Context: an optimization exercise on an open-source flow, tuned for a short achievable clock period and few clock cycles. The choices shown serve that exercise and are no tape-out recipe.
Function was checked by simulation only, so behaviour that the tests miss may differ from the original.
Power and IR drop assume default switching activity.

==> design.v <==
module bjt_cpu (
    input  wire        clk,
    input  wire        rst,         
    output wire [15:0] rom_addr,
    input  wire [7:0]  rom_rdata,
    output wire [15:0] ram_addr,
    output wire [7:0]  ram_wdata,
    output wire        ram_we,
    input  wire [7:0]  ram_rdata,
    output wire        halted,
    input  wire [4:0]  dbg_sel,
    output reg  [7:0]  dbg_data
);
    localparam IB = 6;                  
    localparam NE = 1 << IB;
    localparam TB = 16 - IB;
    function [1:0] ilen;
        input [3:0] fam;
        begin
            case (fam)
                4'h0, 4'h2, 4'h3, 4'hF: ilen = 2'd1;
                4'hC, 4'hD, 4'hE:       ilen = 2'd3;
                default:                ilen = 2'd2;
            endcase
        end
    endfunction
    function [7:0] rdsel;
        input [3:0] idx;
        input [7:0] a, b, c, sp, bp, bnk, adr;
        begin
            case (idx)
                4'h0:    rdsel = a;
                4'h1:    rdsel = b;
                4'h2:    rdsel = c;
                4'hA:    rdsel = sp;
                4'hB:    rdsel = bp;
                4'hE:    rdsel = bnk;
                4'hF:    rdsel = adr;
                default: rdsel = 8'h00;
            endcase
        end
    endfunction
    function [16:0] ks;
        input [15:0] a, b;
        input        ci;
        reg [16:0] g, p, g2, p2;
        integer i, d;
        begin
            g = {a & b, ci};
            p = {a ^ b, 1'b0};
            for (d = 1; d < 17; d = d * 2) begin
                g2 = g; p2 = p;
                for (i = d; i < 17; i = i + 1) begin
                    g2[i] = g[i] | (p[i] & g[i - d]);
                    p2[i] = p[i] & p[i - d];
                end
                g = g2; p = p2;
            end
            ks = {g[16], (a ^ b) ^ g[15:0]};
        end
    endfunction
    function [7:0] add8;
        input [7:0] a, b;
        reg [16:0] t;
        begin
            t = ks({8'd0, a}, {8'd0, b}, 1'b0);
            add8 = t[7:0];
        end
    endfunction
    function [6:0] slot;
        input [3:0] idx;
        begin
            case (idx)
                4'h0:    slot = 7'b0000001;
                4'h1:    slot = 7'b0000010;
                4'h2:    slot = 7'b0000100;
                4'hA:    slot = 7'b0001000;
                4'hB:    slot = 7'b0010000;
                4'hE:    slot = 7'b0100000;
                4'hF:    slot = 7'b1000000;
                default: slot = 7'b0000000;
            endcase
        end
    endfunction
    function [7:0] rdoh;
        input [6:0] oh;
        input [7:0] a, b, c, sp, bp, bnk, adr;
        begin
            rdoh = ({8{oh[0]}} & a)  | ({8{oh[1]}} & b)   | ({8{oh[2]}} & c) |
                   ({8{oh[3]}} & sp) | ({8{oh[4]}} & bp)  |
                   ({8{oh[5]}} & bnk) | ({8{oh[6]}} & adr);
        end
    endfunction
    reg [7:0]  ra, rb, rc, rsp, rbp, rbnk, radr;
    reg        fz, fc, fo, fn;
    reg [15:0] fpc;         
    reg [15:0] fbpc;        
    reg [1:0]  fcnt;        
    reg [7:0]  fb0, fb1;
    reg [NE-1:0] c_v;
    reg [TB-1:0] c_tag [0:NE-1];
    reg [23:0]   c_d   [0:NE-1];
    reg [15:0]   c_n   [0:NE-1];    
    reg        xv;
    reg [7:0]  xop, xb1, xb2;
    reg [15:0] xnpc;        
    reg [1:0]  xs;          
    reg [6:0]  xa_oh, xb_oh, xd_oh;    
    reg        x_haz;       
    reg        xc_sub, xc_imm, xc_adc, xc_sbc, xc_arith, xc_flags, xc_aluw;
    reg [1:0]  pq;          
    reg [7:0]  pq_hi;       
    reg [15:0] rom_addr_r;      
    reg        o_rom_dir;       
    reg        o_hi_ff;         
    reg [7:0]  o_lo;            
    reg [2:0]  o_lo_sel;        
    reg [6:0]  o_wd_oh;         
    reg        o_wd_q;          
    reg [7:0]  o_wd;
    reg        ram_we_r, halt_r;
    assign rom_addr  = o_rom_dir ? {rbnk, radr} : rom_addr_r;
    assign ram_addr  = {o_hi_ff ? 8'hFF : rbnk,
                        ({8{o_lo_sel[0]}} & radr) | ({8{o_lo_sel[1]}} & rsp) |
                        ({8{o_lo_sel[2]}} & o_lo)};
    assign ram_wdata = rdoh(o_wd_oh, ra, rb, rc, rsp, rbp, rbnk, radr) |
                       ({8{o_wd_q}} & o_wd);
    assign ram_we    = ram_we_r;
    assign halted    = halt_r;
    wire [3:0] fam = xop[7:4];
    wire [3:0] sub = xop[3:0];
    wire f0 = (fam == 4'h0);
    wire f1 = (fam == 4'h1);
    wire fe = (fam == 4'hE);
    wire is_stop  = f0 && (sub == 4'h0);
    wire is_ret   = f0 && (sub == 4'h1);
    wire is_pcall = f0 && (sub == 4'h2);
    wire is_push  = f1 && (sub == 4'h0);
    wire is_sto   = f1 && (sub == 4'h1);
    wire is_cmp   = f1 && (sub == 4'h2);
    wire is_pop   = (fam == 4'h2);
    wire is_ldrom = (fam == 4'h3);
    wire is_ldidx = (fam == 4'h9);
    wire is_stidx = (fam == 4'h6);
    wire is_imm   = (fam == 4'hA);
    wire is_nand  = (fam == 4'hB);
    wire is_ldram = (fam == 4'hF);
    wire is_call  = fe && (sub == 4'h1);
    wire is_link  = is_call || is_pcall;
    wire is_arith = (fam == 4'h4) || (fam == 4'h5) || (fam == 4'h7) ||
                    (fam == 4'h8) || (fam == 4'hC) || (fam == 4'hD);
    wire [7:0] va = rdoh(xa_oh, ra, rb, rc, rsp, rbp, rbnk, radr);
    wire [7:0] vb = rdoh(xb_oh, ra, rb, rc, rsp, rbp, rbnk, radr);
    wire [7:0] vd = rdoh(xd_oh, ra, rb, rc, rsp, rbp, rbnk, radr);
    wire [7:0] b_op = xc_imm ? xb2 : vb;
    wire [7:0] b_in = xc_sub ? ~b_op : b_op;
    wire       c_in = xc_adc ? fc : xc_sbc ? !fc : xc_sub;
    wire [16:0] sum_ks = ks({8'd0, va}, {8'd0, b_in}, c_in);
    wire [8:0] sum9 = {sum_ks[8], sum_ks[7:0]};
    wire [7:0] alu_res = sum9[7:0];
    wire       alu_co  = sum9[8];
    wire [7:0] alu_prev = f1 ? va : vd;
    wire [9:0] cs_x = {2'b00, vd};
    wire [9:0] cs_y = ~{2'b00, va};
    wire [9:0] cs_z = ~{2'b00, b_in};
    wire [9:0] cs_s = cs_x ^ cs_y ^ cs_z;
    wire [9:0] cs_c = (cs_x & cs_y) | (cs_x & cs_z) | (cs_y & cs_z);
    wire [16:0] u_ks = ks({6'd0, cs_s}, {6'd0, cs_c[8:0], !c_in}, 1'b0);
    wire [9:0] u_m1 = u_ks[9:0];
    wire       alu_c = alu_co ? !(u_m1[9] && !u_m1[8]) : !u_m1[9];
    wire [7:0] z_k = {va[6:0] | b_in[6:0], c_in};
    wire       alu_z = &(~(va ^ b_in ^ z_k));
    wire cond = (sub == 4'h2 && fz) || (sub == 4'h3 && fn) ||
                (sub == 4'h4 && fc) || (sub == 4'h5 && fo);
    wire x_ram    = is_push || is_pop || is_sto || is_stidx || is_ldidx ||
                    is_ldram || is_link || is_ret;
    wire x_wait   = (x_ram && pq != 2'd0) || x_haz;    
    wire x_go     = xv && !x_wait;
    wire x_done   = !is_stop && !x_wait && (!is_ret || xs == 2'd2);
    wire x_accept = !xv || x_done;
    wire x_rom    = xv && is_ldrom;       
    wire [7:0] rbp_m  = add8(rbp, {6'h3f, ~xs});    
    wire [7:0] rsp_p1 = add8(rsp, 8'h01);
    wire [7:0] rsp_m1 = add8(rsp, 8'hFF);
    wire [7:0] rsp_p3 = add8(rsp, 8'h03);
    wire [7:0] rbp_m1 = add8(rbp, 8'hFF);
    wire rd_br  = x_go && fe && cond;
    wire rd_pc  = x_go && is_pcall;
    wire rd_rhi = x_go && is_ret && xs == 2'd0;
    wire rd_rlo = x_go && is_ret && xs == 2'd1;
    wire redirect = rd_br || rd_pc || rd_rhi || rd_rlo;
    reg [15:0] rd_tgt;
    always @(*) begin
        if (rd_pc)       rd_tgt = {rbnk, radr};
        else if (rd_rhi) rd_tgt = {ram_rdata, fpc[7:0]};
        else if (rd_rlo) rd_tgt = {fpc[15:8], ram_rdata};
        else             rd_tgt = {xb1, xb2};
    end
    reg       wb_en;
    reg [7:0] wb_val;
    always @(*) begin
        wb_en  = xc_arith || is_nand || is_imm || is_ldrom || is_ldram ||
                 is_ldidx || is_pop;
        wb_val = alu_res;
        if (xc_arith)
            wb_val = alu_res;
        else if (is_nand)
            wb_val = ~(va & vb);
        else if (is_imm)
            wb_val = xb1;
        else if (is_ldrom)
            wb_val = rom_rdata;
        else if (is_ldram || is_ldidx || is_pop)
            wb_val = ram_rdata;
    end
    reg [7:0] ra_d, rb_d, rc_d, rsp_d, rbp_d, rbnk_d, radr_d;
    reg       fz_d, fc_d, fo_d, fn_d;
    always @(*) begin
        ra_d = ra; rb_d = rb; rc_d = rc; rsp_d = rsp; rbp_d = rbp;
        rbnk_d = rbnk; radr_d = radr;
        fz_d = fz; fc_d = fc; fo_d = fo; fn_d = fn;
        if (rst) begin
            ra_d = 8'h00; rb_d = 8'h00; rc_d = 8'h00; rsp_d = 8'h00;
            rbp_d = 8'h00; rbnk_d = 8'h00; radr_d = 8'h00;
            fz_d = 1'b0; fc_d = 1'b0; fo_d = 1'b0; fn_d = 1'b0;
        end else if (x_go && !is_stop) begin
            if (is_push)
                rsp_d = rsp_p1;
            if (is_pop)
                rsp_d = rsp_m1;
            if (is_link) begin
                rsp_d = rsp_p3;
                rbp_d = rsp_p3;
            end
            if (is_ret && xs == 2'd2) begin
                rsp_d = rbp_m;
                rbp_d = ram_rdata;
            end
            if (wb_en) begin
                if (xd_oh[0]) ra_d   = wb_val;
                if (xd_oh[1]) rb_d   = wb_val;
                if (xd_oh[2]) rc_d   = wb_val;
                if (xd_oh[3]) rsp_d  = wb_val;
                if (xd_oh[4]) rbp_d  = wb_val;
                if (xd_oh[5]) rbnk_d = wb_val;
                if (xd_oh[6]) radr_d = wb_val;
            end
            if (xc_flags) begin
                fz_d = alu_z;
                fn_d = alu_res[7];
                fo_d = alu_res[7] && !alu_prev[7];
                fc_d = !is_cmp && alu_c;
            end
        end
    end
    wire fwb_en = is_imm || is_ldrom || is_ldram || is_ldidx || is_pop;
    wire [7:0] fwb_val = is_imm ? xb1 : is_ldrom ? rom_rdata : ram_rdata;
    reg [7:0] fa_d, fb_d, fcr_d, fsp_d, fbp_d, fbnk_d, fadr_d;
    always @(*) begin
        fa_d = ra; fb_d = rb; fcr_d = rc; fsp_d = rsp; fbp_d = rbp;
        fbnk_d = rbnk; fadr_d = radr;
        if (x_go && !is_stop) begin
            if (is_push)
                fsp_d = rsp_p1;
            if (is_pop)
                fsp_d = rsp_m1;
            if (is_link) begin
                fsp_d = rsp_p3;
                fbp_d = rsp_p3;
            end
            if (is_ret && xs == 2'd2) begin
                fsp_d = rbp_m;
                fbp_d = ram_rdata;
            end
            if (fwb_en) begin
                if (xd_oh[0]) fa_d   = fwb_val;
                if (xd_oh[1]) fb_d   = fwb_val;
                if (xd_oh[2]) fcr_d  = fwb_val;
                if (xd_oh[3]) fsp_d  = fwb_val;
                if (xd_oh[4]) fbp_d  = fwb_val;
                if (xd_oh[5]) fbnk_d = fwb_val;
                if (xd_oh[6]) fadr_d = fwb_val;
            end
        end
    end
    wire [6:0] alu_wmask = (x_go && xc_aluw) ? xd_oh : 7'd0;
    always @(posedge clk) begin
        ra <= ra_d; rb <= rb_d; rc <= rc_d; rsp <= rsp_d; rbp <= rbp_d;
        rbnk <= rbnk_d; radr <= radr_d;
        fz <= fz_d; fc <= fc_d; fo <= fo_d; fn <= fn_d;
        if (rst)
            xs <= 2'd0;
        else if (x_go && is_ret)
            xs <= x_done ? 2'd0 : xs + 2'd1;
        pq <= pq_d;
        if (rst)
            x_haz <= 1'b0;
        else
            x_haz <= x_accept && n_v && n_haz;
        if (x_go && is_link)
            pq_hi <= xnpc[15:8];
    end
    wire [IB-1:0] fi = fpc[IB-1:0];
    wire hit = (fcnt == 2'd0) && c_v[fi] && (c_tag[fi] == fpc[15:IB]);
    wire rom_ok = !x_rom;
    reg [7:0] r_b1;
    reg       r_done;
    always @(*) begin
        r_b1 = rom_rdata;
        r_done = 1'b0;
        case (fcnt)
            2'd1: r_done = ilen(fb0[7:4]) == 2'd1 ||
                           (rom_ok && ilen(fb0[7:4]) == 2'd2);
            2'd2: begin
                r_b1 = fb1;
                r_done = rom_ok;
            end
            default: ;
        endcase
    end
    wire [7:0]  r_op   = fb0;
    wire [7:0]  r_b2   = rom_rdata;
    wire [16:0] r_seq_ks = ks(fpc, {14'd0, ilen(r_op[7:4])}, 1'b0);
    wire [15:0] r_seq  = r_seq_ks[15:0];
    wire [15:0] r_next = (r_op == 8'hE0 || r_op == 8'hE1) ? {r_b1, r_b2} : r_seq;
    wire fill = r_done;
    reg [7:0]  i_op, i_b1, i_b2;
    reg [15:0] i_next;
    always @(*) begin
        if (fcnt == 2'd0) begin
            {i_op, i_b1, i_b2} = c_d[fi];
            i_next = c_n[fi];
        end else begin
            {i_op, i_b1, i_b2} = {r_op, r_b1, r_b2};
            i_next = r_next;
        end
    end
    wire complete = hit || r_done;
    wire i_jmp = (i_op == 8'hE0);
    wire i_arith = i_op[7:4] == 4'h4 || i_op[7:4] == 4'h5 || i_op[7:4] == 4'h7 ||
                   i_op[7:4] == 4'h8 || i_op[7:4] == 4'hC || i_op[7:4] == 4'hD;
    wire is_stop_x = xv && is_stop;
    wire deliver = complete && x_accept && !redirect && !is_stop_x;
    reg          lk_v;
    reg [IB-1:0] lk_i;
    reg          lw_v;
    reg [IB-1:0] lw_i;
    reg [15:0]   lw_t;
    integer e;
    always @(posedge clk) begin
        if (fill) begin
            c_d[fi]   <= {r_op, r_b1, r_b2};
            c_tag[fi] <= fpc[15:IB];
        end
        for (e = 0; e < NE; e = e + 1) begin
            if (fill && fi == e)
                c_n[e] <= r_next;
            else if (lw_v && lw_i == e)
                c_n[e] <= lw_t;
        end
        lw_i <= lk_i;
        lw_t <= {i_b1, i_b2};
    end
    wire [16:0] fbpc_p1 = ks(fbpc, 16'd1, 1'b0);
    wire [16:0] x_npc_ks = ks(fpc, {14'd0, ilen(i_op[7:4])}, 1'b0);
    reg [15:0] fpc_d, fbpc_d;
    reg [1:0]  fcnt_d;
    always @(*) begin
        fpc_d  = fpc;
        fbpc_d = fbpc;
        fcnt_d = fcnt;
        if (rst) begin
            fpc_d  = 16'h0000;
            fbpc_d = 16'h0000;
            fcnt_d = 2'd0;
        end else if (redirect) begin
            fpc_d  = rd_tgt;
            fbpc_d = rd_tgt;
            fcnt_d = 2'd0;
        end else if (deliver) begin
            fpc_d  = i_next;
            fbpc_d = i_next;
            fcnt_d = 2'd0;
        end else if (fill) begin
            fbpc_d = fpc;
            fcnt_d = 2'd0;
        end else if (!hit && rom_ok && !is_stop_x) begin
            fbpc_d = fbpc_p1[15:0];
            fcnt_d = fcnt + 2'd1;
        end
    end
    always @(posedge clk) begin
        fpc  <= fpc_d;
        fbpc <= fbpc_d;
        fcnt <= fcnt_d;
        if (rst) begin
            c_v  <= {NE{1'b0}};
            xv   <= 1'b0;
            lk_v <= 1'b0;
            lw_v <= 1'b0;
        end else begin
            if (fill)
                c_v[fi] <= 1'b1;
            lw_v <= lk_v && complete && i_jmp;
            if (redirect) begin
                lk_v <= 1'b0;
            end else if (deliver) begin
                lk_v <= 1'b1;
                lk_i <= fi;
            end
            if (x_accept)
                xv <= deliver && !i_jmp;
        end
    end
    always @(posedge clk) begin
        if (fcnt == 2'd0) fb0 <= rom_rdata;
        if (fcnt == 2'd1) fb1 <= rom_rdata;
        if (x_accept) begin
            xop  <= i_op;
            xb1  <= i_b1;
            xb2  <= i_b2;
            xnpc <= x_npc_ks[15:0];
            xa_oh <= slot(i_b1[7:4]);
            xb_oh <= slot(i_b1[3:0]);
            xd_oh <= slot(i_op[3:0]);
            xc_sub   <= i_op[7:4] == 4'h7 || i_op[7:4] == 4'h8 ||
                        i_op[7:4] == 4'hD || i_op[7:4] == 4'h1;
            xc_imm   <= i_op[7:4] == 4'hC || i_op[7:4] == 4'hD;
            xc_adc   <= i_op[7:4] == 4'h5;
            xc_sbc   <= i_op[7:4] == 4'h8;
            xc_arith <= i_arith;
            xc_flags <= i_arith || i_op == 8'h12;
            xc_aluw  <= i_arith || i_op[7:4] == 4'hB;
        end
    end
    wire       n_v   = deliver && !i_jmp;
    wire [3:0] n_fam = i_op[7:4];
    wire [3:0] n_sub = i_op[3:0];
    wire n_f0 = (n_fam == 4'h0);
    wire n_f1 = (n_fam == 4'h1);
    wire n_stop  = n_f0 && (n_sub == 4'h0);
    wire n_pcall = n_f0 && (n_sub == 4'h2);
    wire n_ret   = n_f0 && (n_sub == 4'h1);
    wire n_push  = n_f1 && (n_sub == 4'h0);
    wire n_sto   = n_f1 && (n_sub == 4'h1);
    wire n_pop   = (n_fam == 4'h2);
    wire n_ldrom = (n_fam == 4'h3);
    wire n_stidx = (n_fam == 4'h6);
    wire n_ldidx = (n_fam == 4'h9);
    wire n_ldram = (n_fam == 4'hF);
    wire n_call  = (i_op == 8'hE1);
    wire n_link  = n_call || n_pcall;
    wire [6:0] na_oh = slot(i_b1[7:4]);
    wire [6:0] nb_oh = slot(i_b1[3:0]);
    wire [6:0] nd_oh = slot(n_sub);
    reg [6:0] n_rmask;
    always @(*) begin
        n_rmask = 7'd0;
        if (n_pop)   n_rmask = 7'b0001000;
        if (n_ret)   n_rmask = 7'b0010000;
    end
    wire n_haz = (n_rmask & alu_wmask) != 7'd0 || n_stidx || n_ldidx;
    reg [1:0] pq_d;
    always @(*) begin
        if (rst)
            pq_d = 2'd0;
        else if (x_go && is_link)
            pq_d = 2'd2;
        else if (pq != 2'd0)
            pq_d = pq - 2'd1;
        else
            pq_d = 2'd0;
    end
    reg [15:0] n_rom_addr;
    reg        n_rom_dir, n_hi_ff, n_wd_q, n_ram_we, n_halt;
    reg [7:0]  n_lo, n_wd;
    reg [2:0]  n_lo_sel;
    reg [6:0]  n_wd_oh;
    always @(*) begin
        n_rom_addr = fbpc_d;
        n_rom_dir  = 1'b0;
        n_wd_q     = 1'b0;
        n_wd       = 8'h00;
        n_hi_ff    = 1'b0;
        n_lo_sel   = 3'b001;
        n_wd_oh    = 7'd0;
        if (x_accept) begin
            if (n_pop) begin
                n_lo = add8(fsp_d, 8'hFF);
                n_lo_sel = 3'b100;
            end else begin
                n_lo = add8(fbp_d, 8'hFF);
                if (n_ret)
                    n_lo_sel = 3'b100;
                else if (n_push || n_link)
                    n_lo_sel = 3'b010;
            end
            n_hi_ff  = n_pop || n_ret || n_push || n_link;
            n_wd_oh  = n_stidx ? nd_oh : n_link ? 7'b0010000 : na_oh;
            n_ram_we = n_v && !n_haz && (n_sto || n_stidx || n_push || n_link);
            n_halt   = n_v && n_stop;
            n_rom_dir = n_v && n_ldrom;
        end else if (x_wait) begin
            if (is_stidx || is_ldidx) begin
                n_lo = add8(va, vb);
                n_lo_sel = 3'b100;
            end else if (is_pop) begin
                n_lo = rsp_m1;
                n_lo_sel = 3'b100;
            end else begin
                n_lo = rbp_m1;
                if (is_ret)
                    n_lo_sel = 3'b100;
                else if (is_push || is_link)
                    n_lo_sel = 3'b010;
            end
            n_hi_ff  = is_pop || is_ret || is_push || is_link;
            n_wd_oh  = is_stidx ? xd_oh : is_link ? 7'b0010000 : xa_oh;
            n_ram_we = is_sto || is_stidx || is_push || is_link;
            n_halt   = 1'b0;
            n_rom_dir = is_ldrom;
        end else begin
            n_lo     = add8(rbp, {6'h3f, ~(xs + 2'd1)});
            n_lo_sel = 3'b100;
            n_hi_ff  = 1'b1;
            n_ram_we = 1'b0;
            n_halt   = is_stop;
        end
        if (pq_d == 2'd2) begin
            n_lo     = rsp_p1;
            n_wd     = xnpc[7:0];
        end else begin
            n_lo     = (pq_d == 2'd1) ? add8(o_lo, 8'h01) : n_lo;
            n_wd     = pq_hi;
        end
        if (pq_d != 2'd0) begin
            n_lo_sel = 3'b100;
            n_hi_ff  = 1'b1;
            n_wd_oh  = 7'd0;
            n_wd_q   = 1'b1;
            n_ram_we = 1'b1;
            n_halt   = 1'b0;
        end
        if (rst) begin
            n_ram_we = 1'b0;
            n_halt   = 1'b0;
            n_rom_dir = 1'b0;
        end
    end
    always @(posedge clk) begin
        rom_addr_r <= n_rom_addr;
        o_rom_dir  <= n_rom_dir;
        o_hi_ff    <= n_hi_ff;
        o_lo       <= n_lo;
        o_lo_sel   <= n_lo_sel;
        o_wd_oh    <= n_wd_oh;
        o_wd_q     <= n_wd_q;
        o_wd       <= n_wd;
        ram_we_r   <= n_ram_we;
        halt_r     <= n_halt;
    end
    wire [31:0] ds = 32'd1 << dbg_sel;
    always @(*) begin
        dbg_data = ({8{ds[5'h00]}} & ra)  | ({8{ds[5'h01]}} & rb)   |
                   ({8{ds[5'h02]}} & rc)  | ({8{ds[5'h0A]}} & rsp)  |
                   ({8{ds[5'h0B]}} & rbp) | ({8{ds[5'h0E]}} & rbnk) |
                   ({8{ds[5'h0F]}} & radr) |
                   ({8{ds[5'h10]}} & {4'h0, fn, fo, fc, fz}) |
                   ({8{ds[5'h11]}} & xnpc[15:8]) | ({8{ds[5'h12]}} & xnpc[7:0]);
    end
endmodule
==> run.sh <==
#!/bin/bash
# synth_recipe.tcl (not shown) runs the flow's synth.tcl, then flattens the netlist and writes it again
# the make line also repeats each setting of config.mk as NAME=value (left out here)
make -C /OpenROAD-flow-scripts/flow DESIGN_CONFIG=/design/flow/config.mk WORK_HOME=/design/flow/orfs CLKGATE_MAP_FILE= SYNTH_SCRIPT=/design/flow/synth_recipe.tcl finish
==> config.mk <==
export PLATFORM = sky130hd
export DESIGN_NAME = bjt_cpu
export DESIGN_NICKNAME = bjt_cpu
export VERILOG_FILES = /design/flow/design.v
export SDC_FILE = /design/flow/constraint.sdc
export NUM_CORES = 4
export LEC_CHECK = 0
export ABC_CLOCK_PERIOD_IN_PS = 3800
export CAP_MARGIN = 20
export CORE_MARGIN = 2
export CORE_UTILIZATION = 35
export SETUP_SLACK_MARGIN = 3.0
export SLEW_MARGIN = 20
==> constraint.sdc <==
create_clock -name core_clock -period 7.0 [get_ports {clk}]
set_input_delay 1.4000 -clock core_clock [delete_from_list [all_inputs] [get_ports {clk}]]
set_output_delay 1.4000 -clock core_clock [all_outputs]
set_load 0.01 [all_outputs]
==> results of run 1 <==
layout make-up:
class / count / area share
Sequential cell: 3523 / 0.5639
Clock inverter: 220 / 0.01133
Timing Repair Buffer: 1008 / 0.05775
Clock buffer: 448 / 0.05221
Multi-Input combinational cell: 6109 / 0.2722
Tap cell: 5757 / 0.03917
Inverter: 123 / 0.002748
Antenna cell: 51 / 0.0006939
routing by layer:
metal  up-vias  GRT usage  part of all wire
met4        36     0.1731             0.082
met3      2452     0.1019              0.15
li1      42620          -                 -
met2      9644     0.3969              0.42
met5         -   0.006186           0.00084
met1     55031     0.3464              0.35
metrics by stage:
stage                     cells  setup WS (ns)
after global placement    16075         0.2991
final                     17239          2.522
after global routing      17210          2.473
after detailed placement  16087         0.6215
after floorplan           10691          2.174
after CTS                 16995          2.370
cells by family (layout without fill, tap and decap cells):
group           Yosys count  in the layout  synth area share
fa+ha+maj                72             72          0.006521
simple gates           2591           2593           0.07501
buf+inv                1067           1799           0.02905
xor+xnor                121            121          0.006904
compound gates         2467           2473            0.1003
flops                  3523           3523            0.6745
other cells               0             51                 0
mux                     850            850            0.1077
final timing paths:
kind	cells after the start	start	slack, ns	to
max	13	fpc[0]	2.52	fpc[2]
min	0	lk_i[3]	0.34	lw_i[3]
max reg2reg	13	fpc[0]	2.52	fpc[2]
min reg2reg	0	lk_i[3]	0.34	lw_i[3]
cells in the final DEF (no fill, tap or decap), types with 29 or more instances in the layout:
cell	n
a211oi_1	37
a21oi_1	185
a21oi_2	29
a222oi_1	47
a22oi_1	509
a31oi_1	43
and3_1	123
buf_12	80
buf_16	38
buf_4	648
buf_6	130
bufinv_16	32
clkbuf_1	74
clkbuf_16	389
clkdlybuf4s50_1	29
clkinv_1	93
clkinv_2	64
dfxtp_1	168
dfxtp_4	36
diode_2	51
edfxtp_1	3298
ha_1	45
inv_1	102
mux2_2	56
mux2i_1	130
mux4_2	635
nand2_1	1422
nand2_2	30
nand3_1	134
nand4_1	107
nor2_1	285
nor2_2	34
nor2_4	94
nor3_1	41
o211ai_1	42
o21ai_0	1084
o21ai_4	81
xnor2_1	52
xor2_1	52
flip-flops by register name (all words and copies together) (netlist names), 8 cells and up, named ones only:
name and cells:
c_d 1536, c_n 1024, c_tag 640, c_v 64
fbpc 16, fpc 16, lw_t 16, xnpc 16
fb0 8, fb1 8, o_lo 8, o_wd 8
pq_hi 8, ra 8, radr 8, rb 8
rbnk 8, rbp 8, rc 8, rsp 8
xb1 8, xb2 8, xop 8
timing repair:
| action | 4_1_cts | 5_1_grt |
|---|---|---|
| gates cloned | 25 | 21 |
| gates resized for setup | 720 | 340 |
| buffers inserted | 215 | 160 |
| setup endpoints to repair | 3959 | 803 |
| pin swaps | 155 | 161 |
worst max-delay path: cells and delay by family, from the launching register on:
family | cells | cell delay (ns)
AND/OR/NAND/NOR | 5 | 1.72
AO/OA/AOI/OAI | 5 | 1.59
adder cells (fa/ha/maj) | 1 | 0.25
buffers and inverters | 2 | 0.38
flip-flops | 1 | 0.38
power by group:
part	leakage [nW]	switching, mW	total [mW]	internal, mW
Clock	5.68	8.50	19.4	10.9
Combinational	24.2	16.0	25.6	9.64
Sequential	31.8	1.51	27.1	25.6
Total	61.7	26.0	72.2	46.2
==> qor.txt, run 1 <==
synthesized net count: 10,784
Worst-Margin Slew: 1.545 ns
Seq/Total Area, Yosys: 0.6745
Core Util, Final: 0.4204
number of global-route vias before repair: 99,694
Rel. slew slack: -0.03348
Placed Area: 0.1633 mm^2
Worst-path clk slew: 0.06 ns
Tot Pwr: 72.16 mW
Highest Clock Rate: 0.2233 GHz
Final Hold Vio Count: 0
CTS tree: done
flop and latch count out of synthesis: 3,523
leakage power: 61.67 nW
top post-synthesis cells by count: edfxtp_1 (3,298), nand2_1 (1,463), o21ai_0 (1,186), clkbuf_1 (754), mux4_2 (635)
Total GRT Usage: 0.2743
root buffer cell: clkbuf_16
CTS sink cnt: 3,523
Final TNS setup: 0 ns
CP max stage delay: 0.72 ns
Iter 0 DRT Violations: 21,111
first-pass GRT wire length: 845,800 um
Synth area leader: edfxtp_1
core area: 0.4375 mm^2
Mapped Area: 0.1535 mm^2
Synth cell types: 108
WP data required: 7.77 ns
status: finished with violations
Detailed Route WL: 634,900 um
drt drc: 0
CP Class: reg -> reg
H-tree Lvls: 5
CP max FO: 14
ys flop type: edfxtp_1
largest net degree at the start of global routing: 98
via count: 109,783
worst skew pair latency: 1.00 ns
Via density: 6.368
fill count: 38,915
Starting Density: 0.3509
die span in x: 666.3 um
register area: 0.1037 mm^2
FFs w/ async S/R, synth: 0
CTS Hold Bufs: 0
Hold Slack: 0.3409 ns
DPL Wire Length: 373,600 um
VDD IR max: 0.3603 mV
Startpoint Class: flip-flop
Die H: 666.3 um
Setup violations, final: 0
synth warn: 2
minimum clock period: 4.478 ns
NumNets Final: 11,221
multi-input logic area: 0.05007 mm^2
arrival time worst endpoint: 5.25 ns
IO Count: 73
share of cells above drive strength 1: 0.2549
Slew Limit Fails: 4
PortBufs: 72
EDFF count, synth: 3,298
final instance area: 0.1839 mm^2
mean area per synthesized cell: 14.36 um^2
CP endpoint kind: flip-flop
worst min path class: reg -> reg
post-route ant nets: 0
number of buffers created by CTS: 363
Tcrit/Tclk final: 0.6397
Die ar.: 0.4439 mm^2
Max-Cap Viols: 1
top-count cell post-synth: edfxtp_1
CTS max path bufs: 4
Pwr per Cell Area: 392.4 mW/mm^2
Syn Inst Count: 10,691
num rows: 243
routability congestion estimate: 1.032
Crit-path slowest cell: nand4_1
wire per inst: 36.83 um
antenna violations before repair: 71
Synth top area share: 0.6452
Final Skew: 0.1366 ns
Area contributors post-synth: edfxtp_1 (65%), mux4_2 (9.3%), o21ai_0 (3.9%)
Failed Checks: max-capacitance violations, max-slew violations
Area Overhead vs Synth: 19.81%
1st-pass router iterations: 11
RSZ-0062 raised after global routing: yes
total grt overflow: 0
Cell Chain, Critical Path: clkinv_4, ha_4, nand3_1, nor2_1, buf_4, a222oi_1, nand3_2, nor2_2, nand4_1, a211oi_2, a211oi_1, a21oi_4, a21oi_2
Testbench counts, summed over its fixed seeds: cycles 63,130.
==> run 2: changes to the inputs <==
--- a/design.v
+++ b/design.v
@@ -97,16 +97,25 @@
     reg [15:0] fbpc;        
     reg [1:0]  fcnt;        
     reg [7:0]  fb0, fb1;
+    reg [1:0]  fb0_len;     
+    reg        fb0_jc;      
+    reg [15:0] r_seq;       
     reg [NE-1:0] c_v;
     reg [TB-1:0] c_tag [0:NE-1];
     reg [23:0]   c_d   [0:NE-1];
     reg [15:0]   c_n   [0:NE-1];    
     reg        xv;
     reg [7:0]  xop, xb1, xb2;
-    reg [15:0] xnpc;        
+    reg [15:0] xpc;         
     reg [1:0]  xs;          
     reg [6:0]  xa_oh, xb_oh, xd_oh;    
     reg        x_haz;       
+    localparam NR = 8;                  
+    reg [NR-1:0] fr_v;
+    reg [7:0]    fr_a  [0:NR-1];        
+    reg [7:0]    fr_bp [0:NR-1];
+    reg [15:0]   fr_pc [0:NR-1];
+    reg [2:0]    fr_ptr;
     reg        xc_sub, xc_imm, xc_adc, xc_sbc, xc_arith, xc_flags, xc_aluw;
     reg [1:0]  pq;          
     reg [7:0]  pq_hi;       
@@ -128,6 +137,8 @@
     assign ram_we    = ram_we_r;
     assign halted    = halt_r;
     wire [3:0] fam = xop[7:4];
+    wire [16:0] xnpc_ks = ks(xpc, {14'd0, ilen(xop[7:4])}, 1'b0);
+    wire [15:0] xnpc = xnpc_ks[15:0];       
     wire [3:0] sub = xop[3:0];
     wire f0 = (fam == 4'h0);
     wire f1 = (fam == 4'h1);
@@ -176,22 +187,50 @@
                     is_ldram || is_link || is_ret;
     wire x_wait   = (x_ram && pq != 2'd0) || x_haz;    
     wire x_go     = xv && !x_wait;
-    wire x_done   = !is_stop && !x_wait && (!is_ret || xs == 2'd2);
+    wire x_done   = !is_stop && !x_wait && (!is_ret || xs == 2'd2 || ret_hit);
     wire x_accept = !xv || x_done;
     wire x_rom    = xv && is_ldrom;       
+    wire wr_chk = ram_we && !o_wd_q && !(xv && is_link) && ram_addr[15:8] == 8'hFF;
     wire [7:0] rbp_m  = add8(rbp, {6'h3f, ~xs});    
+    wire [7:0] rbp_m3 = add8(rbp, 8'hFD);
+    reg          rh_v;
+    reg [7:0]    rh_bp;
+    reg [15:0]   rh_pc;
+    wire         ret_hit = is_ret && xs == 2'd0 && rh_v;
+    wire [7:0]   fh_bp = rh_bp;
+    wire [15:0]  fh_pc = rh_pc;
+    reg          lu_hit;
+    reg [7:0]    lu_bp;
+    reg [15:0]   lu_pc;
+    reg [NR-1:0] fr_inv;            
+    integer r;
+    always @(*) begin
+        lu_hit = 1'b0;
+        lu_bp = 8'h00;
+        lu_pc = 16'h0000;
+        for (r = 0; r < NR; r = r + 1) begin
+            fr_inv[r] = wr_chk && add8(ram_addr[7:0], ~fr_a[r] + 8'd1) < 8'd3;
+            if (fr_v[r] && !fr_inv[r] && fr_a[r] == rbp_m3) begin
+                lu_hit = 1'b1;
+                lu_bp = lu_bp | fr_bp[r];
+                lu_pc = lu_pc | fr_pc[r];
+            end
+        end
+    end
     wire [7:0] rsp_p1 = add8(rsp, 8'h01);
     wire [7:0] rsp_m1 = add8(rsp, 8'hFF);
     wire [7:0] rsp_p3 = add8(rsp, 8'h03);
     wire [7:0] rbp_m1 = add8(rbp, 8'hFF);
     wire rd_br  = x_go && fe && cond;
     wire rd_pc  = x_go && is_pcall;
-    wire rd_rhi = x_go && is_ret && xs == 2'd0;
+    wire rd_rfc = x_go && ret_hit;
+    wire rd_rhi = x_go && is_ret && xs == 2'd0 && !ret_hit;
     wire rd_rlo = x_go && is_ret && xs == 2'd1;
-    wire redirect = rd_br || rd_pc || rd_rhi || rd_rlo;
+    wire redirect = rd_br || rd_pc || rd_rhi || rd_rlo || rd_rfc;
     reg [15:0] rd_tgt;
     always @(*) begin
         if (rd_pc)       rd_tgt = {rbnk, radr};
+        else if (rd_rfc) rd_tgt = fh_pc;
         else if (rd_rhi) rd_tgt = {ram_rdata, fpc[7:0]};
         else if (rd_rlo) rd_tgt = {fpc[15:8], ram_rdata};
         else             rd_tgt = {xb1, xb2};
@@ -236,6 +275,10 @@
                 rsp_d = rbp_m;
                 rbp_d = ram_rdata;
             end
+            if (ret_hit) begin
+                rsp_d = rbp_m3;
+                rbp_d = fh_bp;
+            end
             if (wb_en) begin
                 if (xd_oh[0]) ra_d   = wb_val;
                 if (xd_oh[1]) rb_d   = wb_val;
@@ -272,6 +315,10 @@
                 fsp_d = rbp_m;
                 fbp_d = ram_rdata;
             end
+            if (ret_hit) begin
+                fsp_d = rbp_m3;
+                fbp_d = fh_bp;
+            end
             if (fwb_en) begin
                 if (xd_oh[0]) fa_d   = fwb_val;
                 if (xd_oh[1]) fb_d   = fwb_val;
@@ -283,6 +330,9 @@
             end
         end
     end
+    wire x_mod_rbp = x_go && !is_stop &&
+                     (is_link || (is_ret && (xs == 2'd2 || ret_hit)) ||
+                      (wb_en && xd_oh[4]));
     wire [6:0] alu_wmask = (x_go && xc_aluw) ? xd_oh : 7'd0;
     always @(posedge clk) begin
         ra <= ra_d; rb <= rb_d; rc <= rc_d; rsp <= rsp_d; rbp <= rbp_d;
@@ -292,8 +342,35 @@
             xs <= 2'd0;
         else if (x_go && is_ret)
             xs <= x_done ? 2'd0 : xs + 2'd1;
+        for (r = 0; r < NR; r = r + 1) begin
+            if (rst)
+                fr_v[r] <= 1'b0;
+            else if (x_go && is_link) begin
+                if (fr_ptr == r) begin
+                    fr_v[r]  <= 1'b1;
+                    fr_a[r]  <= rsp;
+                    fr_bp[r] <= rbp;
+                    fr_pc[r] <= xnpc;
+                end else if (add8(rsp, ~fr_a[r] + 8'd1) < 8'd3 ||
+                             add8(fr_a[r], ~rsp + 8'd1) < 8'd3)
+                    fr_v[r] <= 1'b0;
+            end else if (fr_inv[r])
+                fr_v[r] <= 1'b0;
+        end
+        if (rst)
+            fr_ptr <= 3'd0;
+        else if (x_go && is_link)
+            fr_ptr <= fr_ptr + 3'd1;
         pq <= pq_d;
         if (rst)
+            rh_v <= 1'b0;
+        else if (x_accept)
+            rh_v <= n_v && i_op == 8'h01 && lu_hit && !x_mod_rbp;
+        if (x_accept) begin
+            rh_bp <= lu_bp;
+            rh_pc <= lu_pc;
+        end
+        if (rst)
             x_haz <= 1'b0;
         else
             x_haz <= x_accept && n_v && n_haz;
@@ -301,16 +378,34 @@
             pq_hi <= xnpc[15:8];
     end
     wire [IB-1:0] fi = fpc[IB-1:0];
-    wire hit = (fcnt == 2'd0) && c_v[fi] && (c_tag[fi] == fpc[15:IB]);
-    wire rom_ok = !x_rom;
+    reg [NE-1:0] foh;
+    reg [23:0]   rd_d;
+    reg [15:0]   rd_n;
+    reg [TB-1:0] rd_t;
+    reg          rd_v;
+    integer q;
+    always @(*) begin
+        rd_d = 24'd0;
+        rd_n = 16'd0;
+        rd_t = {TB{1'b0}};
+        rd_v = 1'b0;
+        for (q = 0; q < NE; q = q + 1) begin
+            rd_d = rd_d | ({24{foh[q]}} & c_d[q]);
+            rd_n = rd_n | ({16{foh[q]}} & c_n[q]);
+            rd_t = rd_t | ({TB{foh[q]}} & c_tag[q]);
+            rd_v = rd_v | (foh[q] & c_v[q]);
+        end
+    end
+    wire hit = (fcnt == 2'd0) && rd_v && (rd_t == fpc[15:IB]);
+    reg  pm;                
+    wire rom_ok = !x_rom && !pm;
     reg [7:0] r_b1;
     reg       r_done;
     always @(*) begin
         r_b1 = rom_rdata;
         r_done = 1'b0;
         case (fcnt)
-            2'd1: r_done = ilen(fb0[7:4]) == 2'd1 ||
-                           (rom_ok && ilen(fb0[7:4]) == 2'd2);
+            2'd1: r_done = fb0_len == 2'd1 || (rom_ok && fb0_len == 2'd2);
             2'd2: begin
                 r_b1 = fb1;
                 r_done = rom_ok;
@@ -320,16 +415,15 @@
     end
     wire [7:0]  r_op   = fb0;
     wire [7:0]  r_b2   = rom_rdata;
-    wire [16:0] r_seq_ks = ks(fpc, {14'd0, ilen(r_op[7:4])}, 1'b0);
-    wire [15:0] r_seq  = r_seq_ks[15:0];
-    wire [15:0] r_next = (r_op == 8'hE0 || r_op == 8'hE1) ? {r_b1, r_b2} : r_seq;
+    wire [15:0] r_next = fb0_jc ? {r_b1, r_b2} : r_seq;
+    wire [16:0] r_seq_ks = ks(fpc, {14'd0, ilen(rom_rdata[7:4])}, 1'b0);
     wire fill = r_done;
     reg [7:0]  i_op, i_b1, i_b2;
     reg [15:0] i_next;
     always @(*) begin
         if (fcnt == 2'd0) begin
-            {i_op, i_b1, i_b2} = c_d[fi];
-            i_next = c_n[fi];
+            {i_op, i_b1, i_b2} = rd_d;
+            i_next = rd_n;
         end else begin
             {i_op, i_b1, i_b2} = {r_op, r_b1, r_b2};
             i_next = r_next;
@@ -346,15 +440,46 @@
     reg          lw_v;
     reg [IB-1:0] lw_i;
     reg [15:0]   lw_t;
+    localparam PFN = 6'd40;
+    reg          pf_v;
+    reg [5:0]    pf_left;
+    reg [15:0]   pf_pc, pf_bpc, p_seq;
+    reg [1:0]    pf_cnt, pb0_len;
+    reg [7:0]    pb0, pb1;
+    reg          pb0_jc;
+    wire [IB-1:0] pfi = pf_pc[IB-1:0];
+    reg  [7:0]   p_b1;
+    reg          p_done;
+    always @(*) begin
+        p_b1 = rom_rdata;
+        p_done = 1'b0;
+        case (pf_cnt)
+            2'd1: p_done = pm && pb0_len != 2'd3;
+            2'd2: begin
+                p_b1 = pb1;
+                p_done = pm;
+            end
+            default: ;
+        endcase
+    end
+    wire [15:0] p_next = pb0_jc ? {p_b1, rom_rdata} : p_seq;
+    wire [16:0] p_seq_ks = ks(pf_pc, {14'd0, ilen(rom_rdata[7:4])}, 1'b0);
+    wire [16:0] pf_bpc_p1 = ks(pf_bpc, 16'd1, 1'b0);
+    wire pfill = p_done && pf_v;
+    wire [IB-1:0] wi   = fill ? fi : pfi;
+    wire          wen  = fill || pfill;
+    wire [23:0]   wdat = fill ? {r_op, r_b1, rom_rdata} : {pb0, p_b1, rom_rdata};
+    wire [TB-1:0] wtag = fill ? fpc[15:IB] : pf_pc[15:IB];
+    wire [15:0]   wnxt = fill ? r_next : p_next;
     integer e;
     always @(posedge clk) begin
-        if (fill) begin
-            c_d[fi]   <= {r_op, r_b1, r_b2};
-            c_tag[fi] <= fpc[15:IB];
+        if (wen) begin
+            c_d[wi]   <= wdat;
+            c_tag[wi] <= wtag;
         end
         for (e = 0; e < NE; e = e + 1) begin
-            if (fill && fi == e)
-                c_n[e] <= r_next;
+            if (wen && wi == e)
+                c_n[e] <= wnxt;
             else if (lw_v && lw_i == e)
                 c_n[e] <= lw_t;
         end
@@ -362,7 +487,6 @@
         lw_t <= {i_b1, i_b2};
     end
     wire [16:0] fbpc_p1 = ks(fbpc, 16'd1, 1'b0);
-    wire [16:0] x_npc_ks = ks(fpc, {14'd0, ilen(i_op[7:4])}, 1'b0);
     reg [15:0] fpc_d, fbpc_d;
     reg [1:0]  fcnt_d;
     always @(*) begin
@@ -391,6 +515,7 @@
     end
     always @(posedge clk) begin
         fpc  <= fpc_d;
+        foh  <= {{(NE-1){1'b0}}, 1'b1} << fpc_d[IB-1:0];
         fbpc <= fbpc_d;
         fcnt <= fcnt_d;
         if (rst) begin
@@ -399,8 +524,8 @@
             lk_v <= 1'b0;
             lw_v <= 1'b0;
         end else begin
-            if (fill)
-                c_v[fi] <= 1'b1;
+            if (wen)
+                c_v[wi] <= 1'b1;
             lw_v <= lk_v && complete && i_jmp;
             if (redirect) begin
                 lk_v <= 1'b0;
@@ -412,14 +537,73 @@
                 xv <= deliver && !i_jmp;
         end
     end
+    reg        pf_v_d;
+    reg [5:0]  pf_left_d;
+    reg [15:0] pf_pc_d, pf_bpc_d;
+    reg [1:0]  pf_cnt_d;
+    always @(*) begin
+        pf_v_d   = pf_v;
+        pf_pc_d  = pf_pc;
+        pf_bpc_d = pf_bpc;
+        pf_cnt_d = pf_cnt;
+        pf_left_d = pf_left;
+        if (rst) begin
+            pf_v_d = 1'b0;
+        end else if (fill) begin
+            pf_v_d   = 1'b1;
+            pf_pc_d  = r_seq;
+            pf_bpc_d = r_seq;
+            pf_cnt_d = 2'd0;
+            pf_left_d = PFN;
+        end else if (pm && pf_v) begin
+            if (pfill) begin
+                pf_pc_d  = p_seq;
+                pf_bpc_d = p_seq;
+                pf_cnt_d = 2'd0;
+            end else if (pf_cnt == 2'd0) begin
+                pf_left_d = pf_left - 6'd1;
+                if (pf_left == 6'd0)
+                    pf_v_d = 1'b0;
+                else if (c_v[pfi]) begin
+                    pf_pc_d  = p_seq_ks[15:0];
+                    pf_bpc_d = p_seq_ks[15:0];
+                end else begin
+                    pf_bpc_d = pf_bpc_p1[15:0];
+                    pf_cnt_d = 2'd1;
+                end
+            end else begin
+                pf_bpc_d = pf_bpc_p1[15:0];
+                pf_cnt_d = 2'd2;
+            end
+        end
+    end
     always @(posedge clk) begin
-        if (fcnt == 2'd0) fb0 <= rom_rdata;
+        pf_v   <= pf_v_d;
+        pf_pc  <= pf_pc_d;
+        pf_bpc <= pf_bpc_d;
+        pf_cnt <= pf_cnt_d;
+        pf_left <= pf_left_d;
+        if (pf_cnt == 2'd0) begin
+            pb0     <= rom_rdata;
+            pb0_len <= ilen(rom_rdata[7:4]);
+            pb0_jc  <= rom_rdata == 8'hE0 || rom_rdata == 8'hE1;
+            p_seq   <= p_seq_ks[15:0];
+        end
+        if (pf_cnt == 2'd1) pb1 <= rom_rdata;
+    end
+    always @(posedge clk) begin
+        if (fcnt == 2'd0) begin
+            fb0     <= rom_rdata;
+            fb0_len <= ilen(rom_rdata[7:4]);
+            fb0_jc  <= rom_rdata == 8'hE0 || rom_rdata == 8'hE1;
+            r_seq   <= r_seq_ks[15:0];
+        end
         if (fcnt == 2'd1) fb1 <= rom_rdata;
         if (x_accept) begin
             xop  <= i_op;
             xb1  <= i_b1;
             xb2  <= i_b2;
-            xnpc <= x_npc_ks[15:0];
+            xpc  <= fpc;
             xa_oh <= slot(i_b1[7:4]);
             xb_oh <= slot(i_b1[3:0]);
             xd_oh <= slot(i_op[3:0]);
@@ -476,8 +660,9 @@
     reg [7:0]  n_lo, n_wd;
     reg [2:0]  n_lo_sel;
     reg [6:0]  n_wd_oh;
+    wire n_pm = pf_v_d && hit && fcnt_d == 2'd0 && !n_rom_dir && !rst;
     always @(*) begin
-        n_rom_addr = fbpc_d;
+        n_rom_addr = n_pm ? pf_bpc_d : fbpc_d;
         n_rom_dir  = 1'b0;
         n_wd_q     = 1'b0;
         n_wd       = 8'h00;
@@ -498,7 +683,7 @@
             n_hi_ff  = n_pop || n_ret || n_push || n_link;
             n_wd_oh  = n_stidx ? nd_oh : n_link ? 7'b0010000 : na_oh;
             n_ram_we = n_v && !n_haz && (n_sto || n_stidx || n_push || n_link);
-            n_halt   = n_v && n_stop;
+            n_halt   = 1'b0;
             n_rom_dir = n_v && n_ldrom;
         end else if (x_wait) begin
             if (is_stidx || is_ldidx) begin
@@ -549,6 +734,7 @@
     end
     always @(posedge clk) begin
         rom_addr_r <= n_rom_addr;
+        pm         <= n_pm;
         o_rom_dir  <= n_rom_dir;
         o_hi_ff    <= n_hi_ff;
         o_lo       <= n_lo;
@@ -559,13 +745,22 @@
         ram_we_r   <= n_ram_we;
         halt_r     <= n_halt;
     end
+    reg [7:0]  sh_ra, sh_rb, sh_rc, sh_rsp, sh_rbp, sh_rbnk, sh_radr;
+    reg [3:0]  sh_fl;
+    reg [15:0] sh_pc;
+    always @(posedge clk) begin
+        sh_ra <= ra; sh_rb <= rb; sh_rc <= rc; sh_rsp <= rsp; sh_rbp <= rbp;
+        sh_rbnk <= rbnk; sh_radr <= radr;
+        sh_fl <= {fn, fo, fc, fz};
+        sh_pc <= xnpc;
+    end
     wire [31:0] ds = 32'd1 << dbg_sel;
     always @(*) begin
-        dbg_data = ({8{ds[5'h00]}} & ra)  | ({8{ds[5'h01]}} & rb)   |
-                   ({8{ds[5'h02]}} & rc)  | ({8{ds[5'h0A]}} & rsp)  |
-                   ({8{ds[5'h0B]}} & rbp) | ({8{ds[5'h0E]}} & rbnk) |
-                   ({8{ds[5'h0F]}} & radr) |
-                   ({8{ds[5'h10]}} & {4'h0, fn, fo, fc, fz}) |
-                   ({8{ds[5'h11]}} & xnpc[15:8]) | ({8{ds[5'h12]}} & xnpc[7:0]);
+        dbg_data = ({8{ds[5'h00]}} & sh_ra)  | ({8{ds[5'h01]}} & sh_rb)   |
+                   ({8{ds[5'h02]}} & sh_rc)  | ({8{ds[5'h0A]}} & sh_rsp)  |
+                   ({8{ds[5'h0B]}} & sh_rbp) | ({8{ds[5'h0E]}} & sh_rbnk) |
+                   ({8{ds[5'h0F]}} & sh_radr) |
+                   ({8{ds[5'h10]}} & {4'h0, sh_fl}) |
+                   ({8{ds[5'h11]}} & sh_pc[15:8]) | ({8{ds[5'h12]}} & sh_pc[7:0]);
     end
 endmodule
--- a/config.mk
+++ b/config.mk
@@ -8,6 +8,6 @@
 export ABC_CLOCK_PERIOD_IN_PS = 3800
 export CAP_MARGIN = 20
 export CORE_MARGIN = 2
-export CORE_UTILIZATION = 35
-export SETUP_SLACK_MARGIN = 3.0
+export CORE_UTILIZATION = 30
+export SETUP_SLACK_MARGIN = 3.2
 export SLEW_MARGIN = 20
==> run 2 against run 1 <==
The run now finishes clean. Cell count is 29% higher. Power rose by 10%. Synthesized cell count grew 23%. Global-route usage up 1.8 points. Final area increased by 19%. Count of clock-buffer cells in the layout increased by 71. Maximum frequency fell by 5.8%. Core utilization fell by 4.2 points. Combinational power barely moved. Die area rose by 32%.
==> qor.txt, run 2 <==
status: timing/DRC/antenna clean
Final TNS setup: 0 ns (unchanged)
VDD IR max: 0.3142 mV (-13%)
Area Overhead vs Synth: 25.65%
synthesized net count: 13,466 (+25%)
top-count cell post-synth: edfxtp_1
commonest non-fill, non-tap cells in the layout: edfxtp_1 (3,656), nand2_1 (1,432), o21ai_0 (1,103)
synth warn: 5 (+3)
DPL Wire Length: 510,700 um (+37%)
Via density: 6.505 (+2.2%)
IO Count: 73 (unchanged)
CP Class: reg -> reg
FFs w/ async S/R, synth: 0 (unchanged)
Biggest register: c_d
Setup violations, final: 0 (unchanged)
Mapped Area: 0.1737 mm^2 (+13%)
total grt overflow: 0 (unchanged)
Max-Cap Viols: 0 (-1)
first-pass GRT wire length: 1,168,000 um (+38%)
commonest non-fill, non-tap cell in the layout: edfxtp_1
arrival time worst endpoint: 5.71 ns (+0.46 ns)
Startpoint Class: flip-flop
Tot Pwr: 79.40 mW (+10%)
Final Skew: 0.07861 ns (-0.05800 ns)
CTS tree: done
number of global-route vias before repair: 127,906 (+28%)
top post-synthesis cells by count: edfxtp_1 (3,656), nand2_1 (1,494), o21ai_0 (1,213), a22oi_1 (822), clkbuf_1 (684)
Area contributors post-synth: edfxtp_1 (63%), dfxtp_1 (4.7%), a22oi_1 (3.6%)
routability congestion estimate: 1.023 (-0.84%)
Seq/Total Area, Yosys: 0.6786 (+0.004101)
Die H: 765.0 um (+15%)
post-route ant nets: 0 (unchanged)
num rows: 279 (+15%)
CTS sink cnt: 4,061 (+15%)
NumNets Final: 14,423 (+29%)
Seq pwr share: 0.393 (+0.017)
Die ar.: 0.5852 mm^2 (+32%)
Rel. slew slack: 0.04852 (+0.08200)
drt drc: 0 (unchanged)
Largest register FFs: 1,536 (unchanged)
flop and latch count out of synthesis: 4,061 (+15%)
Worst-path clk slew: 0.08 ns (+0.02 ns)
Slew Limit Fails: 0 (-4)
EDFF count, synth: 3,656 (+11%)
die span in x: 765.0 um (+15%)
Iter 0 DRT Violations: 31,428 (+49%)
Highest Clock Rate: 0.2104 GHz (-5.8%)
H-tree Lvls: 5 (unchanged)
Starting Density: 0.3011 (-0.04978)
Synth top area share: 0.6319 (-0.01322)
1st-pass router iterations: 13 (+2)
CP endpoint kind: flip-flop
clock share of power: 0.289 (+0.020)
Final Hold Vio Count: 0 (unchanged)
Pwr per Cell Area: 363.7 mW/mm^2 (-7.3%)
worst skew pair latency: 1.08 ns (+0.08 ns)
Synth cell types: 112 (+3.7%)
Syn Inst Count: 13,166 (+23%)
antenna violations before repair: 99 (+39%)
share of cells above drive strength 1: 0.2278 (-0.02710)
Synth area leader: edfxtp_1
PortBufs: 72 (unchanged)
wire per inst: 40.55 um (+10%)
RSZ-0062 raised after global routing: yes
number of buffers created by CTS: 414 (+14%)
placed insts: 20,539 (+28%)
root buffer cell: clkbuf_16
minimum clock period: 4.753 ns (+0.2752 ns)
net switching power: 29.07 mW (+12%)
Worst-Margin Slew: 1.427 ns (-0.1173 ns)
ys flop type: edfxtp_1
largest registers: c_d: 1536 flops, c_n: 1024 flops, c_tag: 640 flops
Net Sw Frac: 0.3661 (+0.006318)
WP data required: 7.96 ns (+0.19 ns)
cell-internal power: 50.33 mW (+8.9%)
Tcrit/Tclk final: 0.6790 (+0.03931)
leakage power: 75.46 nW (+22%)
largest net degree at the start of global routing: 84 (-14%)
Detailed Route WL: 904,100 um (+42%)
Total GRT Usage: 0.2920 (+0.01768)
CTS max path bufs: 4 (unchanged)
post-route insts no fill: 22,298 (+29%)
core area: 0.5770 mm^2 (+32%)
CP max FO: 10 (-4)
mean area per synthesized cell: 13.20 um^2 (-8.1%)
Comb pwr share: 0.319 (-0.036)
worst min path class: reg -> reg
via count: 145,055 (+32%)
run 2: changes by cell type after synthesis, sizes merged, moves of 182 or more:
cell | previous run | this run
a22o | 22 | 434
a22oi | 537 | 822
edfxtp | 3298 | 3656
nand4 | 107 | 319
ha | 56 | 238
xnor2 | 61 | 318
mux4 | 635 | 21
a221oi | 45 | 450
run 2: cell type report:
cell class	instances	area [um^2]
Tap cell	7727	9668
Timing Repair Buffer	1571	18020
Clock buffer	519	11080
Inverter	210	833.3
Sequential cell	4061	118300
Fill cell	53537	358700
Timing Repair inverter	1	20.02
Clock inverter	250	2485
Antenna cell	95	237.7
Multi-Input combinational cell	7864	57700
run 2: final timing paths:
| kind | startpoint | to | slack, ns | cells past startpoint |
|---|---|---|---|---|
| setup / recovery | foh[58] | foh[56] | 2.25 | 12 |
| hold / removal | lk_i[3] | lw_i[3] | 0.34 | 0 |
| setup reg to reg | foh[58] | foh[56] | 2.25 | 12 |
| hold reg to reg | lk_i[3] | lw_i[3] | 0.34 | 0 |
run 2: per-layer routing:
| layer | wire [um] | GRT usage | vias to the layer above |
|---|---|---|---|
| li1 | - | - | 53631 |
| met1 | 297800 | 0.3567 | 70881 |
| met2 | 356400 | 0.4020 | 16172 |
| met3 | 167100 | 0.1447 | 4273 |
| met4 | 80940 | 0.1960 | 98 |
| met5 | 1883 | 0.007551 | - |
run 2: critical path, cell delays in order, from the launching register on:
cell and delay, ns:
dfxtp_4 0.47, buf_4 0.26, buf_4 0.25, a221oi_1 0.35
nand4_1 0.82, nor3_4 0.79, a21oi_4 0.12, o31a_1 0.38
buf_4 0.17, buf_6 0.11, o21ai_4 0.25, nor2b_4 0.37
nor3b_4 0.28
run 2: power by group through the flow:
| stage | Clock (mW) | Sequential (mW) | Combinational, mW |
|---|---|---|---|
| 2_1_floorplan | 0 | 30.0 | 11.1 |
| 3_3_place_gp | 0 | 31.8 | 18.5 |
| 3_5_place_dp | 0 | 31.7 | 18.8 |
| 4_1_cts | 22.6 | 31.0 | 22.0 |
| 5_1_grt | 23.6 | 31.1 | 25.7 |
| 6_report | 22.9 | 31.2 | 25.3 |
run 2: cell families (layout without fill, tap and decap cells):
group,Yosys count,in the layout,synth area share
XOR/XNOR,433,433,0.02196
flip-flops,4061,4061,0.6786
multiplexers,174,175,0.01232
other,0,95,0
AND/OR/NAND/NOR,3047,3057,0.08099
adder cells (fa/ha/maj),277,277,0.02163
AO/OA/AOI/OAI,3920,3922,0.1562
buffers and inverters,1254,2551,0.02826
run 2: per-stage QoR:
stage	cell area, um^2	util	worst slack, ns	hold WS (ns)
final	218300	0.3783	2.247	0.3361
after floorplan	174500	-	2.850	0.3233
after global routing	218100	0.3779	2.445	0.3407
after CTS	212500	0.3682	2.683	0.3349
after detailed placement	187300	0.3246	1.038	0.3281
after global placement	187100	0.3242	1.121	0.3293
run 2: timing repair:
| action | CTS | global route |
|---|---|---|
| gates resized for setup | 1100 | 639 |
| hold buffers | 0 | 0 |
| endpoints found under the setup margin | 6249 | 2456 |
| pin swaps | 275 | 336 |
| buffers inserted | 602 | 234 |
| cloned | 38 | 17 |
Testbench counts of run 2, summed over its fixed seeds: cycles 60,720.
==> run 3: changes to the inputs <==
--- a/design.v
+++ b/design.v
@@ -113,6 +113,7 @@
     localparam NR = 8;                  
     reg [NR-1:0] fr_v;
     reg [7:0]    fr_a  [0:NR-1];        
+    reg [7:0]    fr_a3 [0:NR-1];        
     reg [7:0]    fr_bp [0:NR-1];
     reg [15:0]   fr_pc [0:NR-1];
     reg [2:0]    fr_ptr;
@@ -210,8 +211,8 @@
         lu_pc = 16'h0000;
         for (r = 0; r < NR; r = r + 1) begin
             fr_inv[r] = wr_chk && add8(ram_addr[7:0], ~fr_a[r] + 8'd1) < 8'd3;
-            if (fr_v[r] && !fr_inv[r] && fr_a[r] == rbp_m3) begin
-                lu_hit = 1'b1;
+            if (fr_v[r] && fr_a3[r] == rbp) begin
+                lu_hit = !wr_chk;
                 lu_bp = lu_bp | fr_bp[r];
                 lu_pc = lu_pc | fr_pc[r];
             end
@@ -223,14 +224,12 @@
     wire [7:0] rbp_m1 = add8(rbp, 8'hFF);
     wire rd_br  = x_go && fe && cond;
     wire rd_pc  = x_go && is_pcall;
-    wire rd_rfc = x_go && ret_hit;
     wire rd_rhi = x_go && is_ret && xs == 2'd0 && !ret_hit;
     wire rd_rlo = x_go && is_ret && xs == 2'd1;
-    wire redirect = rd_br || rd_pc || rd_rhi || rd_rlo || rd_rfc;
+    wire redirect = rd_br || rd_pc || rd_rhi || rd_rlo;
     reg [15:0] rd_tgt;
     always @(*) begin
         if (rd_pc)       rd_tgt = {rbnk, radr};
-        else if (rd_rfc) rd_tgt = fh_pc;
         else if (rd_rhi) rd_tgt = {ram_rdata, fpc[7:0]};
         else if (rd_rlo) rd_tgt = {fpc[15:8], ram_rdata};
         else             rd_tgt = {xb1, xb2};
@@ -349,6 +348,7 @@
                 if (fr_ptr == r) begin
                     fr_v[r]  <= 1'b1;
                     fr_a[r]  <= rsp;
+                    fr_a3[r] <= rsp_p3;
                     fr_bp[r] <= rbp;
                     fr_pc[r] <= xnpc;
                 end else if (add8(rsp, ~fr_a[r] + 8'd1) < 8'd3 ||
@@ -365,7 +365,7 @@
         if (rst)
             rh_v <= 1'b0;
         else if (x_accept)
-            rh_v <= n_v && i_op == 8'h01 && lu_hit && !x_mod_rbp;
+            rh_v <= n_v && ret_pred;
         if (x_accept) begin
             rh_bp <= lu_bp;
             rh_pc <= lu_pc;
@@ -430,6 +430,7 @@
         end
     end
     wire complete = hit || r_done;
+    wire ret_pred = i_op == 8'h01 && lu_hit && !x_mod_rbp;
     wire i_jmp = (i_op == 8'hE0);
     wire i_arith = i_op[7:4] == 4'h4 || i_op[7:4] == 4'h5 || i_op[7:4] == 4'h7 ||
                    i_op[7:4] == 4'h8 || i_op[7:4] == 4'hC || i_op[7:4] == 4'hD;
@@ -502,8 +503,8 @@
             fbpc_d = rd_tgt;
             fcnt_d = 2'd0;
         end else if (deliver) begin
-            fpc_d  = i_next;
-            fbpc_d = i_next;
+            fpc_d  = ret_pred ? lu_pc : i_next;
+            fbpc_d = ret_pred ? lu_pc : i_next;
             fcnt_d = 2'd0;
         end else if (fill) begin
             fbpc_d = fpc;
--- a/config.mk
+++ b/config.mk
@@ -6,8 +6,8 @@
 export NUM_CORES = 4
 export LEC_CHECK = 0
 export ABC_CLOCK_PERIOD_IN_PS = 3800
-export CAP_MARGIN = 20
+export CAP_MARGIN = 40
 export CORE_MARGIN = 2
 export CORE_UTILIZATION = 30
-export SETUP_SLACK_MARGIN = 3.2
-export SLEW_MARGIN = 20
+export SETUP_SLACK_MARGIN = 3.0
+export SLEW_MARGIN = 40
==> run 3 against run 2 <==
Wire length decreased by 1.2%. Critical endpoint is now foh[14]. First-iteration DRC count shrank 1.6%. Power is 0.41% lower.
==> qor.txt, run 3 <==
status: timing/DRC/antenna clean
Iter 0 DRT Violations: 30,928 (-1.6%)
number of global-route vias before repair: 126,991 (-0.72%)
Net Sw Frac: 0.3719 (+0.005764)
synth warn: 6 (+1)
Final Skew: 0.2329 ns (+0.1543 ns)
CTS max path bufs: 4 (unchanged)
Syn Inst Count: 13,287 (+0.92%)
worst min path class: reg -> reg
share of cells above drive strength 1: 0.2082 (-0.01958)
Biggest register: c_d
first-pass GRT wire length: 1,159,000 um (-0.77%)
clock share of power: 0.284 (-0.005)
PnR worst setup slack: 2.343 ns (+0.09578 ns)
drt drc: 0 (unchanged)
Largest register FFs: 1,536 (unchanged)
FFs w/ async S/R, synth: 0 (unchanged)
Comb pwr share: 0.324 (+0.005)
cell-internal power: 49.67 mW (-1.3%)
post-route ant nets: 0 (unchanged)
Pwr per Cell Area: 365.4 mW/mm^2 (+0.46%)
Via density: 6.453 (-0.80%)
CP bufs+invs: 4 (unchanged)
Die H: 768.8 um (+0.50%)
Detailed Route WL: 892,900 um (-1.2%)
Max-Cap Viols: 0 (unchanged)
CTS Hold Bufs: 0 (unchanged)
Rel. slew slack: 0.2809 (+0.2324)
Worst path top cell family by delay: compound AO/OA/AOI/OAI gates
register area: 0.1197 mm^2 (+1.2%)
leakage power: 74.17 nW (-1.7%)
core area: 0.5819 mm^2 (+0.84%)
CTS sink cnt: 4,109 (+1.2%)
root buffer cell: clkbuf_16
antenna violations before repair: 90 (-9.1%)
RSZ-0062 raised after global routing: yes
WP data required: 8.05 ns (+0.09 ns)
ys flop type: edfxtp_1
Final Hold Vio Count: 0 (unchanged)
commonest non-fill, non-tap cell in the layout: edfxtp_1
Worst-path clk slew: 0.07 ns (about the same)
top post-synthesis cells by count: edfxtp_1 (3,704), nand2_1 (1,506), o21ai_0 (1,262), a22oi_1 (843), clkbuf_1 (687)
via count: 144,126 (-0.64%)
Synth top area share: 0.6339 (+0.001951)
minimum clock period: 4.657 ns (-0.09578 ns)
Worst path depth: 14 (+2)
CP most frequent cell: buf_12
PortBufs: 72 (unchanged)
Synth area leader: edfxtp_1
net switching power: 29.41 mW (+1.2%)
commonest non-fill, non-tap cells in the layout: edfxtp_1 (3,704), nand2_1 (1,447), o21ai_0 (1,159)
Seq/Total Area, Yosys: 0.6801 (+0.001489)
CP endpoint kind: flip-flop
Starting Density: 0.3015 (+0.0004686)
Crit-path slowest cell: a222oi_1
largest registers: c_d: 1536 flops, c_n: 1024 flops, c_tag: 640 flops
flop and latch count out of synthesis: 4,109 (+1.2%)
Seq pwr share: 0.391 (-0.002)
Total GRT Usage: 0.2868 (-0.005252)
Slew Limit Fails: 0 (unchanged)
routability congestion estimate: 1.023 (about the same)
Synth cell types: 118 (+5.4%)
largest net degree at the start of global routing: 72 (-14%)
synthesized net count: 13,587 (+0.90%)
1st-pass router iterations: 13 (unchanged)
Core Util, Final: 0.3719 (-0.006429)
NumNets Final: 14,436 (+0.090%)
Final TNS setup: 0 ns (unchanged)
EDFF count, synth: 3,704 (+1.3%)
multi-input logic area: 0.05702 mm^2 (-1.2%)
Cell Chain, Critical Path: buf_12, a222oi_1, nand4_1, o41a_1, a211oi_4, buf_6, and3_4, nand2_8, a211o_4, a221oi_4, buf_12, buf_8, nand4b_1, nor3_1
Tot Pwr: 79.07 mW (-0.41%)
Highest Clock Rate: 0.2147 GHz (+2.1%)
worst skew pair latency: 1.18 ns (+0.10 ns)
mean area per synthesized cell: 13.21 um^2 (about the same)
VDD IR max: 0.3446 mV (+9.7%)
DPL Wire Length: 526,800 um (+3.2%)
CTS tree: done
Worst-Margin Slew: 1.075 ns (-0.3518 ns)
Startpoint Class: flip-flop
wire per inst: 39.98 um (-1.4%)
CP max stage delay: 0.69 ns (-0.13 ns)
H-tree Lvls: 5 (unchanged)
top-count cell post-synth: edfxtp_1
Mapped Area: 0.1755 mm^2 (+1.0%)
Area Overhead vs Synth: 23.33%
Hold Slack: 0.3593 ns (+0.02319 ns)
CP max FO: 6 (-4)
Area contributors post-synth: edfxtp_1 (63%), dfxtp_1 (4.6%), a22oi_1 (3.6%)
arrival time worst endpoint: 5.71 ns (about the same)
CP Class: reg -> reg
die span in x: 768.8 um (+0.50%)
R2R cell count: 14 (+2)
number of buffers created by CTS: 426 (+2.9%)
num rows: 280 (+0.36%)
Die ar.: 0.5910 mm^2 (+1.0%)
total grt overflow: 0 (unchanged)
Tcrit/Tclk final: 0.6653 (-0.01368)
Hold Crit Depth: 0 (unchanged)
Setup WS pre-CTS: 1.346 ns (+0.3080 ns)
Setup violations, final: 0 (unchanged)
fill count: 54,521 (+1.8%)
IO Count: 73 (unchanged)
## run 3: path summary, 6_finish.rpt
path	start	to	slack, ns
worst min register to register	lk_i[1]	lw_i[1]	0.36
worst max register to register	foh[4]	foh[14]	2.34
worst min-delay path	lk_i[1]	lw_i[1]	0.36
worst max-delay path	foh[4]	foh[14]	2.34
## run 3: layer usage
metal | track usage | vias up | wire length, um
li1 | - | 53635 | -
met5 | 0.01096 | - | 2136
met3 | 0.1393 | 4023 | 160300
met2 | 0.3984 | 15512 | 354800
met4 | 0.1960 | 85 | 81350
met1 | 0.3471 | 70871 | 294300
## run 3: repair_timing
action | in CTS | in global routing
cloned | 14 | 6
pin swaps | 188 | 219
gates resized for setup | 696 | 538
buffers inserted | 468 | 141
endpoints found under the hold margin | 0 | 0
setup endpoints to repair | 6363 | 2325
## run 3: layout make-up
class | count | area share
flip-flops and latches | 4109 | 0.5531
inverters | 214 | 0.003897
multi-input cells | 7939 | 0.2635
repair buffers | 1445 | 0.07202
clock buffers | 558 | 0.05256
clock inverters | 236 | 0.009193
diodes | 77 | 0.0008904
well taps | 7755 | 0.04484
repair inverters | 1 | 0.00003469
## run 3: worst reg2reg max path, delay by kind of cell, from the launching register on
kind / cells / cell delay (ns)
flip-flops: 1 / 0.38
buffers and inverters: 4 / 0.64
AND/OR/NAND/NOR: 5 / 1.28
AO/OA/AOI/OAI: 5 / 2.28
## run 3: power by group through the flow
stage / sequential (mW) / clock, mW / combinational (mW)
3_3_place_gp: 31.8 / 0 / 19.3
2_1_floorplan: 30.3 / 0 / 10.8
5_1_grt: 30.9 / 23.2 / 25.8
4_1_cts: 30.8 / 22.3 / 22.6
3_5_place_dp: 31.7 / 0 / 19.9
6_report: 30.9 / 22.5 / 25.7
## run 3: logic make-up after synthesis
kind of cell,after synthesis,synth area share
adder cells (fa/ha/maj),278,0.02148
AO/OA/AOI/OAI,3965,0.1557
multiplexers,180,0.01221
flip-flops,4109,0.6801
buffers and inverters,1244,0.02752
AND/OR/NAND/NOR,3076,0.08126
XOR/XNOR,435,0.02171
## run 3: stage by stage
stage | std cells | cell area, um^2
after CTS | 22097 | 212200
after floorplan | 13287 | 176000
final | 22334 | 216400
after global routing | 22269 | 216200
after global placement | 20773 | 189400
after detailed placement | 20821 | 190700
Testbench counts of run 3, summed over its fixed seeds: cycles 59,229.
